Source: an optimization exercise on an open RTL-to-GDS flow (aim: small area, a short achievable clock period and few clock cycles per item). Production flows keep margins and buffers that such runs may drop. RTL that was checked went through simulation tests only; none was proved equivalent to the original. Power is estimated from default activity; no workload was simulated.

// frame_decoder
module frame_decoder (
    input  wire        clk,
    input  wire        rst,           
    input  wire        cmd_valid,
    output reg         cmd_ready,
    input  wire [2:0]  cmd_op,
    input  wire [63:0] cmd_arg,
    output reg         rsp_valid,
    output wire [7:0]  rsp_status,
    output wire [7:0]  rsp_cause,
    output wire [63:0] rsp_result,
    input  wire        in_valid,
    output reg         in_ready,
    input  wire [7:0]  in_data,
    output wire        out_valid,
    input  wire        out_ready,
    output wire [7:0]  out_data
);
    localparam [2:0] OP_INIT     = 3'd0;
    localparam [2:0] OP_GET_LCS  = 3'd1;
    localparam [2:0] OP_GET_OFF  = 3'd2;
    localparam [2:0] OP_RESET    = 3'd3;
    localparam [2:0] OP_FINALIZE = 3'd4;
    localparam [5:0] C_BAD_VERSION     = 6'h11;
    localparam [5:0] C_LENGTH_MISMATCH = 6'h12;
    localparam [5:0] C_BAD_FLAGS       = 6'h13;
    localparam [5:0] C_ZERO_SEGMENTS   = 6'h14;
    localparam [5:0] C_SEQUENCE        = 6'h15;
    localparam [5:0] C_CONTENT_OVERRUN = 6'h16;
    localparam [5:0] C_PAST_END        = 6'h17;
    localparam [5:0] C_FINAL_OFFSET    = 6'h18;
    localparam [5:0] C_SEGMENT_CRC     = 6'h20;
    localparam [5:0] C_MESSAGE_CRC     = 6'h21;
    reg        valid;             
    reg        fault;
    reg [5:0]  fcause;            
    reg r_hdr, r_shdr, r_cont, r_sftr, r_mftr, r_fread, r_done;
    reg [63:0] xlen;              
    reg        crc_on;            
    reg [15:0] seg_count;         
    reg [63:0] offset;
    reg [15:0] seg_num;
    reg [63:0] seg_rem;           
    reg [63:0] seg_crc;           
    reg [63:0] msg_crc;           
  ...
Size in the first run: roughly 2800 cells after synthesis, roughly 610 flip-flops, roughly 170 I/O pins, roughly 31000 sq um of cells after synthesis.
Settings: LEC_CHECK=0, CAP_MARGIN=40, CORE_MARGIN=2, CORE_UTILIZATION=55, CTS_BUF_LIST=sky130_fd_sc_hd__clkbuf_8, PLACE_DENSITY=0.65, SLEW_MARGIN=40; clock period 12.0 ns.
standard.sh (not shown) runs the stock make flow with config.mk's settings and CLKGATE_MAP_FILE= SYNTH_SCRIPT=/design/flow/synth_recipe.tcl, a recipe that flattens the netlist after the stock synthesis.
==> flow/flow/run.sh <==
#!/bin/bash
# The standard layout (the standard.sh, unchanged synthesis), with two
# settings changed: timing repair aims at a setup slack of 8.0 ns instead of 0,
# so the layout reaches a shorter period, and the buffer put on every port is
# a buf_2 instead of the delay cell the resizer picks by default. Each ORFS
# step writes its own log under orfs/logs; make's output goes to the logs
# named below.
set -euo pipefail
bash standard.sh synth > synth_make.log 2>&1
bash standard.sh SETUP_SLACK_MARGIN=8.0 "BUFFER_PORTS_ARGS=-buffer_cell sky130_fd_sc_hd__buf_2" finish > layout_make.log 2>&1
Testbench counts at the start, summed over its fixed seeds: cycles 55,012, items 54,500.
Edit:
CORE_UTILIZATION = 65   (was 55)
CTS_BUF_LIST = sky130_fd_sc_hd__clkbuf_16   (was sky130_fd_sc_hd__clkbuf_8)
CTS_CLUSTER_DIAMETER = 80   (was not set)
CTS_CLUSTER_SIZE = 24   (was not set)
PLACE_DENSITY = 0.72   (was 0.65)
Result:
- fmax drops by 1.8%
- worst setup slack got worse by 0.072 ns
- sequential power hardly moves

Another version of the RTL of frame_decoder (not shown whole).
Size: about 2,800 cells after synthesis, roughly 580 flip-flops, roughly 170 I/O pins, roughly 31,000 um^2 of cells after synthesis.
// frame_decoder
module frame_decoder (
    input  wire        clk,
    input  wire        rst,           
    input  wire        cmd_valid,
    output reg         cmd_ready,
    input  wire [2:0]  cmd_op,
    input  wire [63:0] cmd_arg,
    output reg         rsp_valid,
    output wire [7:0]  rsp_status,
    output wire [7:0]  rsp_cause,
    output wire [63:0] rsp_result,
    input  wire        in_valid,
    output reg         in_ready,
    input  wire [7:0]  in_data,
    output wire        out_valid,
    input  wire        out_ready,
    output wire [7:0]  out_data
);
export LEC_CHECK = 0
export CAP_MARGIN = 40
export CORE_MARGIN = 2
export CORE_UTILIZATION = 40
export SLEW_MARGIN = 40
create_clock -name core_clock -period 12.0 [get_ports {clk}]
==> flow/flow/run.sh <==
#!/bin/bash
# The standard layout, with timing repair aiming at a setup slack of 8.0 ns
# (a shorter achieved period) instead of 0. Each step's log is kept in
# orfs/logs by ORFS; the make output goes to the logs below.
set -euo pipefail
bash standard.sh synth > synth_make.log 2>&1
bash standard.sh SETUP_SLACK_MARGIN=8.0 finish > layout_make.log 2>&1
Next try:
==> flow/flow/run.sh (replaced) <==
#!/bin/bash
# The standard layout, with timing repair aiming at a setup slack of 7.0 ns
# (a shorter achieved period) instead of 0. Each step's log is kept in
# orfs/logs by ORFS; the make output goes to the logs below.
set -euo pipefail
bash standard.sh synth > synth_make.log 2>&1
bash standard.sh SETUP_SLACK_MARGIN=7.0 finish > layout_make.log 2>&1
Result:
- The changed run completed with no timing, DRC or antenna violations
- clock skew climbs by 0.015 ns
- utilization drops by 6.5 points
- die area does not change
- setup slack gains 0.014 ns
- total power drops by 12%
- maximum frequency barely changes
Function was not checked in any run of this note: the RTL went through the layout flow alone.

frame_decoder with an RTL version that a note above also has.
Size: ~2,800 cells after synthesis, about 610 flip-flops, about 170 I/O pins, about 0.031 sq mm of cells after synthesis.
clock: 12.0 ns
lec_check: 0
cap_margin: 40
core_margin: 2
core_utilization: 65
cts_buf_list: sky130_fd_sc_hd__clkbuf_8
place_density: 0.72
slew_margin: 40
==> flow/flow/run.sh <==
#!/bin/bash
# The standard layout (the standard.sh, unchanged synthesis), with two
# settings changed: timing repair aims at a setup slack of 8.0 ns instead of 0,
# so the layout reaches a shorter period, and the buffer put on every port is
# a buf_2 instead of the delay cell the resizer picks by default. Each ORFS
# step writes its own log under orfs/logs; make's output goes to the logs
# named below.
set -euo pipefail
bash standard.sh synth > synth_make.log 2>&1
bash standard.sh SETUP_SLACK_MARGIN=8.0 "BUFFER_PORTS_ARGS=-buffer_cell sky130_fd_sc_hd__buf_2" finish > layout_make.log 2>&1
Testbench counts at the start, summed over its fixed seeds: cycles 55,012, items 54,500.
Rerun with:
Settings changed: CTS_CLUSTER_DIAMETER from default to 50, CTS_CLUSTER_SIZE from default to 20.
=>
- The new run passed the timing, design-rule and antenna checks
- synthesized cell count is unchanged
- count of clock-buffer cells in the layout decreases by 54
- core utilization decreases by 1.3 points
- routed wire length decreases by 1.3%
- non-clock buffer count increases by 1

Setup of lane 1:
frame_decoder, a different RTL version from the one above (not shown whole).
Size: roughly 2700 cells after synthesis, about 590 flip-flops, ~170 I/O pins, roughly 31000 um2 of cells after synthesis.
Settings: LEC_CHECK=0, CAP_MARGIN=40, CORE_MARGIN=2, CORE_UTILIZATION=40, SLEW_MARGIN=40; clock period 12.0 ns.
==> flow/flow/run.sh <==
#!/bin/bash
# The standard layout (the standard.sh, unchanged synthesis), with two
# settings changed: timing repair aims at a setup slack of 8.0 ns instead of 0,
# so the layout reaches a shorter period, and the buffer put on every port is
# a buf_4 instead of the delay cell the resizer picks by default. Each ORFS
# step writes its own log under orfs/logs; make's output goes to the logs
# named below.
set -euo pipefail
bash standard.sh synth > synth_make.log 2>&1
bash standard.sh SETUP_SLACK_MARGIN=8.0 "BUFFER_PORTS_ARGS=-buffer_cell sky130_fd_sc_hd__buf_4" finish > layout_make.log 2>&1
Here is what was changed in the inputs of lane 2 compared with lane 1.
==> flow/flow/run.sh <==
#!/bin/bash
# The standard layout (the standard.sh, unchanged synthesis), with two
# settings changed: timing repair aims at a setup slack of 8.5 ns instead of 0,
# so the layout reaches a shorter period, and the buffer put on every port is
# a buf_4 instead of the delay cell the resizer picks by default. Each ORFS
# step writes its own log under orfs/logs; make's output goes to the logs
# named below.
set -euo pipefail
bash standard.sh synth > synth_make.log 2>&1
bash standard.sh SETUP_SLACK_MARGIN=8.5 "BUFFER_PORTS_ARGS=-buffer_cell sky130_fd_sc_hd__buf_4" finish > layout_make.log 2>&1
==> results.txt <==
- Cell area | lane 2 vs lane 1 | lane 2 larger
- For the total wire length, lane 2 came in 1.6% higher than lane 1 did.
- On proportion of power drawn by the clock network: between lane 2 and lane 1, it ends up lower for lane 2.
- Overall power of the completed layout delta for lane 2 relative to lane 1: about 2.5% higher
No functional check of the RTL was part of any run of this note.

frame_decoder again, from the RTL that the note above started with.
==> flow/config.mk <==
export PLATFORM = sky130hd
export DESIGN_NAME = frame_decoder
export DESIGN_NICKNAME = frame_decoder
export VERILOG_FILES = /design/flow/design.v
export SDC_FILE = /design/flow/constraint.sdc
export NUM_CORES = 4
export LEC_CHECK = 0
export CAP_MARGIN = 40
export CORE_MARGIN = 2
export CORE_UTILIZATION = 55
export CTS_BUF_LIST = sky130_fd_sc_hd__clkbuf_4
export PLACE_DENSITY = 0.65
export SLEW_MARGIN = 40
==> flow/constraint.sdc <==
create_clock -name core_clock -period 12.0 [get_ports {clk}]
set_input_delay 2.4000 -clock core_clock [delete_from_list [all_inputs] [get_ports {clk}]]
set_output_delay 2.4000 -clock core_clock [all_outputs]
set_load 0.01 [all_outputs]
==> flow/flow/run.sh <==
#!/bin/bash
# The standard layout (the standard.sh, unchanged synthesis), with two
# settings changed: timing repair aims at a setup slack of 8.0 ns instead of 0,
# so the layout reaches a shorter period, and the buffer put on every port is
# a buf_2 instead of the delay cell the resizer picks by default. Each ORFS
# step writes its own log under orfs/logs; make's output goes to the logs
# named below.
set -euo pipefail
bash standard.sh synth > synth_make.log 2>&1
bash standard.sh SETUP_SLACK_MARGIN=8.0 "BUFFER_PORTS_ARGS=-buffer_cell sky130_fd_sc_hd__buf_2" finish > layout_make.log 2>&1
The first run completed without violations.
Rerun with:
Settings changed: CTS_BUF_LIST sky130_fd_sc_hd__clkbuf_4 to sky130_fd_sc_hd__clkbuf_8.
After rerunning:
- utilization climbs by 0.57 points
- clock-buffer cell count drops by 129
- total power climbs by 0.63%
- combinational power climbs by about 8%
No run of this note included a check of the RTL's function; only the layout flow was run.

frame_decoder, a different RTL version from the one above (not shown whole).
Size: ~2800 cells after synthesis.
// frame_decoder
module frame_decoder (
    input  wire        clk,
    input  wire        rst,           
    input  wire        cmd_valid,
    output reg         cmd_ready,
    input  wire [2:0]  cmd_op,
    input  wire [63:0] cmd_arg,
    output reg         rsp_valid,
    output wire [7:0]  rsp_status,
    output wire [7:0]  rsp_cause,
    output wire [63:0] rsp_result,
    input  wire        in_valid,
    output reg         in_ready,
    input  wire [7:0]  in_data,
    output wire        out_valid,
    input  wire        out_ready,
    output wire [7:0]  out_data
);
    localparam [2:0] OP_INIT     = 3'd0;
    localparam [2:0] OP_GET_LCS  = 3'd1;
    localparam [2:0] OP_GET_OFF  = 3'd2;
    localparam [2:0] OP_RESET    = 3'd3;
    localparam [2:0] OP_FINALIZE = 3'd4;
    localparam [5:0] C_BAD_VERSION     = 6'h11;
    localparam [5:0] C_LENGTH_MISMATCH = 6'h12;
    localparam [5:0] C_BAD_FLAGS       = 6'h13;
    localparam [5:0] C_ZERO_SEGMENTS   = 6'h14;
  ...
Settings: LEC_CHECK=0, CAP_MARGIN=40, CORE_MARGIN=2, CORE_UTILIZATION=75, CTS_BUF_LIST=sky130_fd_sc_hd__clkbuf_8, PLACE_DENSITY=0.82, SLEW_MARGIN=40; clock period 12.0 ns.
Scripts as last shown in full above: flow/flow/run.sh
The baseline completed and failed the layout checks on max-capacitance violations, max-slew violations.
==> next run, changes <==
--- a/flow/config.mk
+++ b/flow/config.mk
@@ -8,6 +8,8 @@
 export CAP_MARGIN = 40
 export CORE_MARGIN = 2
-export CORE_UTILIZATION = 75
+export CORE_UTILIZATION = 65
 export CTS_BUF_LIST = sky130_fd_sc_hd__clkbuf_8
-export PLACE_DENSITY = 0.82
+export CTS_CLUSTER_DIAMETER = 50
+export CTS_CLUSTER_SIZE = 16
+export PLACE_DENSITY = 0.72
 export SLEW_MARGIN = 40
=> The changed run finished clean. First-iteration DRC count went down by about 36%. Area after synthesis stays the same. Die area increases by about 15%. Core utilization is lower by 12 points.
No functional check of the RTL was part of any run of this note.

## P
RTL: one of the versions met above, not the one the previous note started from.
Size in the first run: roughly 3600 cells after synthesis, roughly 170 I/O pins.
clock: 12.0 ns
lec_check: 0
abc_area: 1
cap_margin: 40
core_margin: 2
core_utilization: 65
cts_buf_list: sky130_fd_sc_hd__clkbuf_8
place_density: 0.72
slew_margin: 40
Scripts as last shown in full above: flow/flow/run.sh
Testbench counts of P, summed over its fixed seeds: cycles 55,012, items 54,500.
Edits applied to the flow inputs when going from P to Q:
- CTS_CLUSTER_DIAMETER newly set to 50
- CTS_CLUSTER_SIZE newly set to 16
- ABC_AREA removed (was 1)
Findings:
Q finished every stage and its layout cleared the timing, design-rule and antenna checks. Between P and Q, via count is higher for P, Q comes in under that. Compared with P, in Q synthesized instance count now sits lower, routed wire length now sits lower.

afterwards: timing with drivers on the ports:
In the flow no input, the clock included, has a driving cell. The finished layouts below were timed again as built, in two steps. Step 1, drivers: a clkbuf_16 drives clk and a buf_2 each remaining input, both assumed. Step 2, shift: input delay + t, output delay - t, t = (earliest + latest rising clock arrival at the registers) / 2. This alone moves slack from input paths to output paths. Three values: ideal ports, drivers, drivers and shift; two values: the first two.
run | shift t [ns] | setup slack, ns | pins driven straight from the clock port
the first run of note 1 | 0.765 | 8.050 / 7.987 / 7.326 | 1
the second run of note 1 | 0.635 | 7.979 / 7.979 / 7.420 | 1
the first run of note 2 | 0.669 | 6.843 / 6.843 / 6.641 | 1
the second run of note 2 | 0.664 | 6.857 / 6.857 / 6.370 | 1
the first run of note 3 | 0.746 | 8.035 / 8.065 / 7.318 | 1
the second run of note 3 | 0.750 | 8.016 / 8.016 / 7.310 | 1
lane 1 | 0.681 | 7.660 / 7.646 / 6.964 | 1
lane 2 | 0.673 | 7.705 / 7.686 / 7.013 | 1
the first run of note 5 | 1.046 | 7.881 / 7.881 / 6.920 | 1
the second run of note 5 | 0.760 | 7.833 / 7.833 / 7.078 | 1
the first run of note 6 | 0.762 | 7.828 / 7.828 / 7.269 | 1
the second run of note 6 | 0.730 | 7.946 / 7.939 / 7.209 | 1
P | 0.784 | 8.084 / 8.025 / 7.358 | 1
Q | 0.752 | 8.035 / 8.061 / 7.312 | 1
The setup slack of the first run of note 5, which loses most, moves by 0.000 ns with the drivers and by -0.961 ns with both steps.
